What follows belongs to an exercise in optimizing a design on an open flow for small area, a short achievable clock period and few clock cycles; a production flow would make more cautious choices.
In this exercise RTL edits were held to simulation tests only and were not proved equivalent to the original.

<file path="flow/run.sh">
#!/bin/bash
# synth_recipe.tcl (not shown) runs the flow's synth.tcl, then flattens the netlist and writes it again
# the make line also repeats each setting of config.mk as NAME=value (left out here)
make -C /OpenROAD-flow-scripts/flow DESIGN_CONFIG=/design/flow/config.mk WORK_HOME=/design/flow/orfs CLKGATE_MAP_FILE= SYNTH_SCRIPT=/design/flow/synth_recipe.tcl finish
</file>
<file path="flow/config.mk">
export PLATFORM = sky130hd
export DESIGN_NAME = rvf_curve_builder
export DESIGN_NICKNAME = rvf_curve_builder
export VERILOG_FILES = /design/flow/design.v
export SDC_FILE = /design/flow/constraint.sdc
export NUM_CORES = 4
export LEC_CHECK = 0
export CAP_MARGIN = 20
export CORE_MARGIN = 2
export CORE_UTILIZATION = 40
export PLACE_DENSITY = 0.6
export SLEW_MARGIN = 20
</file>
<file path="flow/constraint.sdc">
create_clock -name core_clock -period 10.0 [get_ports {clk}]
set_input_delay 2.0000 -clock core_clock [delete_from_list [all_inputs] [get_ports {clk}]]
set_output_delay 2.0000 -clock core_clock [all_outputs]
set_load 0.01 [all_outputs]
</file>
<file path="flow/design.v">
module rvf_curve_builder (
    input  wire        clk,
    input  wire        rst,
    input  wire        start,
    input  wire [6:0]  bw,           
    input  wire [6:0]  bh,           
    output wire        idle,
    output reg         wr_valid,
    output reg  [11:0] wr_addr,      
    output reg  [11:0] wr_data,      
    output reg         done
);
    localparam S_IDLE = 2'd0, S_SETUP = 2'd1, S_RUN = 2'd2, S_DONE = 2'd3;
    reg [1:0]  state;
    reg [6:0]  gw, gh;       
    reg [2:0]  k;            
    reg [6:0]  ox, oy;       
    reg [12:0] t;            
    reg [12:0] last_t;       
    reg [12:0] seq;
    wire [12:0] nb = gw * gh;
    wire [6:0] m = (gw > gh) ? gw : gh;
    reg  [2:0] k_calc;
    always @(*) begin
        if      (m <= 7'd1)  k_calc = 3'd0;
        else if (m <= 7'd2)  k_calc = 3'd1;
        else if (m <= 7'd4)  k_calc = 3'd2;
        else if (m <= 7'd8)  k_calc = 3'd3;
        else if (m <= 7'd16) k_calc = 3'd4;
        else if (m <= 7'd32) k_calc = 3'd5;
        else                 k_calc = 3'd6;
    end
    wire [6:0] n_calc = 7'd1 << k_calc;
    reg [6:0] hx, hy, tmp, h;
    reg [1:0] d;
    integer i;
    always @(*) begin
        case (t[1:0])
            2'd0: begin hx = 7'd0; hy = 7'd0; end
            2'd1: begin hx = 7'd0; hy = 7'd1; end
            2'd2: begin hx = 7'd1; hy = 7'd1; end
            default: begin hx = 7'd1; hy = 7'd0; end
        endcase
        for (i = 1; i < 6; i = i + 1) begin
            if (i < k) begin
                h = 7'd1 << i;
                d = t[2*i +: 2];
                case (d)
                    2'd0: begin tmp = hx; hx = hy; hy = tmp; end
                    2'd1: begin hy = hy + h; end
                    2'd2: begin hx = hx + h; hy = hy + h; end
                    default: begin
                        tmp = hx;
                        hx  = 2*h - 7'd1 - hy;
                        hy  = h - 7'd1 - tmp;
                    end
                endcase
            end
        end
    end
    wire in_x   = (hx >= ox) && (hx < ox + gw);
    wire in_y   = (hy >= oy) && (hy < oy + gh);
    wire in_grid = in_x && in_y;
    wire [6:0]  bx = hx - ox;
    wire [6:0]  by = hy - oy;
    wire [12:0] raddr = {6'd0, bx} + by * gw;
    assign idle = (state == S_IDLE);
    always @(posedge clk) begin
        if (rst) begin
            state    <= S_IDLE;
            wr_valid <= 1'b0;
            done     <= 1'b0;
        end else begin
            wr_valid <= 1'b0;
            done     <= 1'b0;
            case (state)
                S_IDLE: if (start) begin
                    gw    <= bw;
                    gh    <= bh;
                    state <= S_SETUP;
                end
                S_SETUP: begin
                    k      <= k_calc;
                    ox     <= (n_calc - gw) >> 1;
                    oy     <= (n_calc - gh) >> 1;
                    last_t <= ({6'd0, n_calc} * {6'd0, n_calc}) - 13'd1;
                    t      <= 13'd0;
                    seq    <= 13'd0;
                    state  <= S_RUN;
                end
                S_RUN: begin
                    if (in_grid) begin
                        wr_valid <= 1'b1;
                        wr_addr  <= raddr[11:0];
                        wr_data  <= seq[11:0];
                        seq      <= seq + 13'd1;
                    end
                    t <= t + 13'd1;
                    if ((in_grid && seq + 13'd1 == nb) || t == last_t)
                        state <= S_DONE;
                end
                S_DONE: begin
                    done  <= 1'b1;
                    state <= S_IDLE;
                end
            endcase
        end
    end
endmodule
</file>
==> run summary <==
-- sequential cells by signal (all words and copies together) (netlist names), 2 cells and up --
register,flops
seq,13
t,13
last_t,12
wr_addr,12
wr_data,12
gh,7
gw,7
ox,6
oy,6
k,3
state,2
-- critical path, delay by kind of cell (launching register included) --
family / cells / cell delay [ns]
AOI/OAI and AO/OA: 15 / 3.13
and+or+nand+nor: 6 / 0.57
muxes: 1 / 0.38
DFF: 1 / 0.47
xor gates and xnor gates: 2 / 0.37
buffers and inverters: 4 / 0.26
adders and majority gates: 7 / 2.97
-- stage by stage --
| step | cell area [um^2] | util, % | setup WS, ns |
|---|---|---|---|
| after global routing | 12800 | 45.7 | 0.848 |
| after global placement | 12400 | 44.4 | 1.80 |
| after floorplan | 11600 | - | 2.29 |
| after detailed placement | 12400 | 44.4 | 1.65 |
| final | 12800 | 45.7 | 1.62 |
| after CTS | 12800 | 45.7 | 1.62 |
-- how the worst max path moves through the flow --
| stage | startpoint | end |
|---|---|---|
| 2_1_floorplan | t[2] | wr_addr[11] |
| 3_3_place_gp | t[2] | wr_addr[11] |
| 3_5_place_dp | t[2] | wr_addr[11] |
| 4_1_cts | t[2] | wr_addr[11] |
| 5_1_grt | t[2] | wr_addr[11] |
| 6_report | t[3] | wr_addr[11] |
-- layer usage --
layer  vias up  global-route usage [%]
li1       4189                       -
met1      4102                    24.1
met2       199                    29.5
met3        25                    2.57
met4         0                    3.71
met5         -                       0
-- cells in the final DEF (no fill, tap or decap), types with 5 or more instances in the layout --
cell type / netlist / final
edfxtp_1: 91 / 91
buf_4: 0 / 9
nand3_1: 18 / 18
o21a_1: 13 / 13
a21o_1: 27 / 27
nor3_1: 21 / 21
nand2b_1: 17 / 17
clkbuf_16: 0 / 9
nand2_1: 63 / 63
o21bai_1: 9 / 9
a21boi_0: 6 / 6
o21ai_0: 32 / 32
fa_1: 80 / 80
ha_1: 174 / 174
o31ai_1: 5 / 5
xor2_1: 38 / 38
nor2_1: 110 / 110
conb_1: 2 / 36
clkinv_1: 8 / 8
or3_1: 6 / 6
a31oi_1: 7 / 7
nor4_1: 9 / 9
clkdlybuf4s50_1: 0 / 43
inv_1: 152 / 152
o211ai_1: 5 / 5
o22ai_1: 7 / 7
and3_1: 7 / 7
xnor2_1: 74 / 74
nor2b_1: 21 / 20
nand4_1: 10 / 10
a32oi_1: 7 / 7
and2_1: 31 / 31
a21oi_1: 40 / 40
mux2i_1: 11 / 11
-- kinds of logic after synthesis --
group	Yosys count	synth area share [%]
flip-flops	95	24.6
multiplexers	16	1.49
XOR/XNOR	112	8.57
AO/OA/AOI/OAI	198	12.1
other	2	0.0656
buffers and inverters	186	6.18
adder cells (fa/ha/maj)	254	33.0
AND/OR/NAND/NOR	328	14.0
-- final cells by class --
| cell class | instances | area (um^2) | area share [%] |
|---|---|---|---|
| Inverter | 160 | 601 | 4.69 |
| Sequential cell | 95 | 2810 | 22.0 |
| Tap cell | 378 | 473 | 3.70 |
| Multi-Input combinational cell | 944 | 8060 | 63.0 |
| Clock buffer | 9 | 225 | 1.76 |
| Clock inverter | 7 | 128 | 0.997 |
| Timing Repair Buffer | 52 | 498 | 3.89 |
==> flow_summary.yaml <==
synth:
  syn_area_per_cell_um2: 9.61
  syn_inst: 1191
  yosys_most_used_dff: "edfxtp_1"
  yosysWarnings: 1
  async_reset_ff_share_pct: 0
  synth_edf_count: 91
  synth_top_area_share_pct: 23.9
  seq_area_frac_synth_pct: 24.6
  syn_area_um2: 11400
  synthTopCellsByArea: "edfxtp_1, ha_1, fa_1"
  synth_top_area_cell: "edfxtp_1"
  yosys.cell_types.count: 69
  yosysMostFrequentCell: "ha_1"
  yosys-top-cells-count: "ha_1, inv_1, nor2_1"
  synth_seq_cells: 95
floorplanning:
  rows: 61
  die_x_um: 173
  start_util_pct: 40.9
  io_pins: 44
  core_um2: 28000
  die_h_um: 173
  die-area_um2: 30000
sta:
  relSlewSlack_pct: 42.0
  fmax_mhz: 119
  holdWs_ns: 0.490
  finalHoldViolations: 0
  grt_setup_unrepaired: "false"
  setup_violations: 0
  tightest_slew_ns: 0.871
  fin_skew_ns: 0.00871
  slew_violations: 0
  period_needed_ns: 8.38
  fin_crit_sh_pct: 83.8
  setup_tns_ns: 0
cts:
  cts_buffers: 9
  clock_latency_ns: 0.36
  clk_pin_slew_ns: 0.08
  cts-root-buf: "clkbuf_16"
  cts_hold_buf: 0
  post_cts_buffers: 0
  h-tree-depth: 3
  cts_sinks: 95
  clockBufferDepth: 2
  cts_resized: 0
  cts_tree: "built"
detailed_routing:
  ant_nets: 0
  highest_layer: "met4"
  dr.pass1.iters: 5
  wl_met2_um: 11800
  vias: 8515
  first_iter_violations: 521
  drt_wl_total_um: 25500
  wl_met1_um: 12100
  drc_errors: 0
  drt-wirelength-per-cell_um: 15.5
  dr_wl_met3_um: 1300
  vias_per_cell: 5.18
global_route:
  grt_usage_pct: 17.6
  antenna_found_initial: 0
  grt_overflow: 0
  grt_pass1_wl_um: 42700
  grt_pass1_vias: 8631
  grt_max_degree: 28
final_layout:
  fillers: 2735
  final_cells: 1645
  layout-drive-gt1-share_pct: 3.16
  nNetsFinal: 1533
  area_growth_pct: 11.8
  diodes: 0
setup_path:
  required_ns: 10.12
  crit_type: "reg2reg"
  r2r_cells: 35
  r2r-start: "t[3]"
  ff2ff_setup_slack_ns: 1.62
  cp-start-kind: "flop"
  worstSetupEndpointType: "flop"
  cp_data_arrival_time_ns: 8.50
  timing.rr.end: "wr_addr[11]"
  critPathMaxStageDelay_ns: 0.54
  crit_path_max_fanout: 7
  worst_path_max_delay_cell: "fa_1"
placement:
  dp_cells: 1629
  portBuffers: 43
  hpwl_um: 20500
  gp_congestion: 0.872
status:
  status: "complete, no violations"
flow_run:
  maxCapViolCount: 0
hold_path:
  hold_path_end: "wr_data[5]"
  hold_depth: 0
  hold_path.class: "reg2reg"
  hold_start: "seq[5]"
Testbench counts, summed over its fixed seeds: cycles 271,785.

## separate check: timing with driven ports
In the flow no input, the clock included, has a driving cell. The finished layout below was timed again as built, in two steps. Step 1: set_driving_cell puts a clkbuf_16 on clk and a buf_2 on each other input, an assumption about the parent block. Step 2, shift: input delay + t, output delay - t, t = (earliest + latest rising clock arrival at the registers) / 2. This alone moves slack from input paths to output paths. a / b / c = no drivers / after step 1 / after step 2; a / b = the first two.
t (ns): 0.401
slack for setup (ns): 1.617 / 1.617 / 1.617
worst hold slack (ns): 0.490 / 0.490 / 0.490
latest minus earliest clock arrival (ns): 0.009 / 0.009
After both steps setup and hold are still met in this run. The setup slack of this run moves by 0.000 ns with the drivers and by 0.000 ns with both steps.
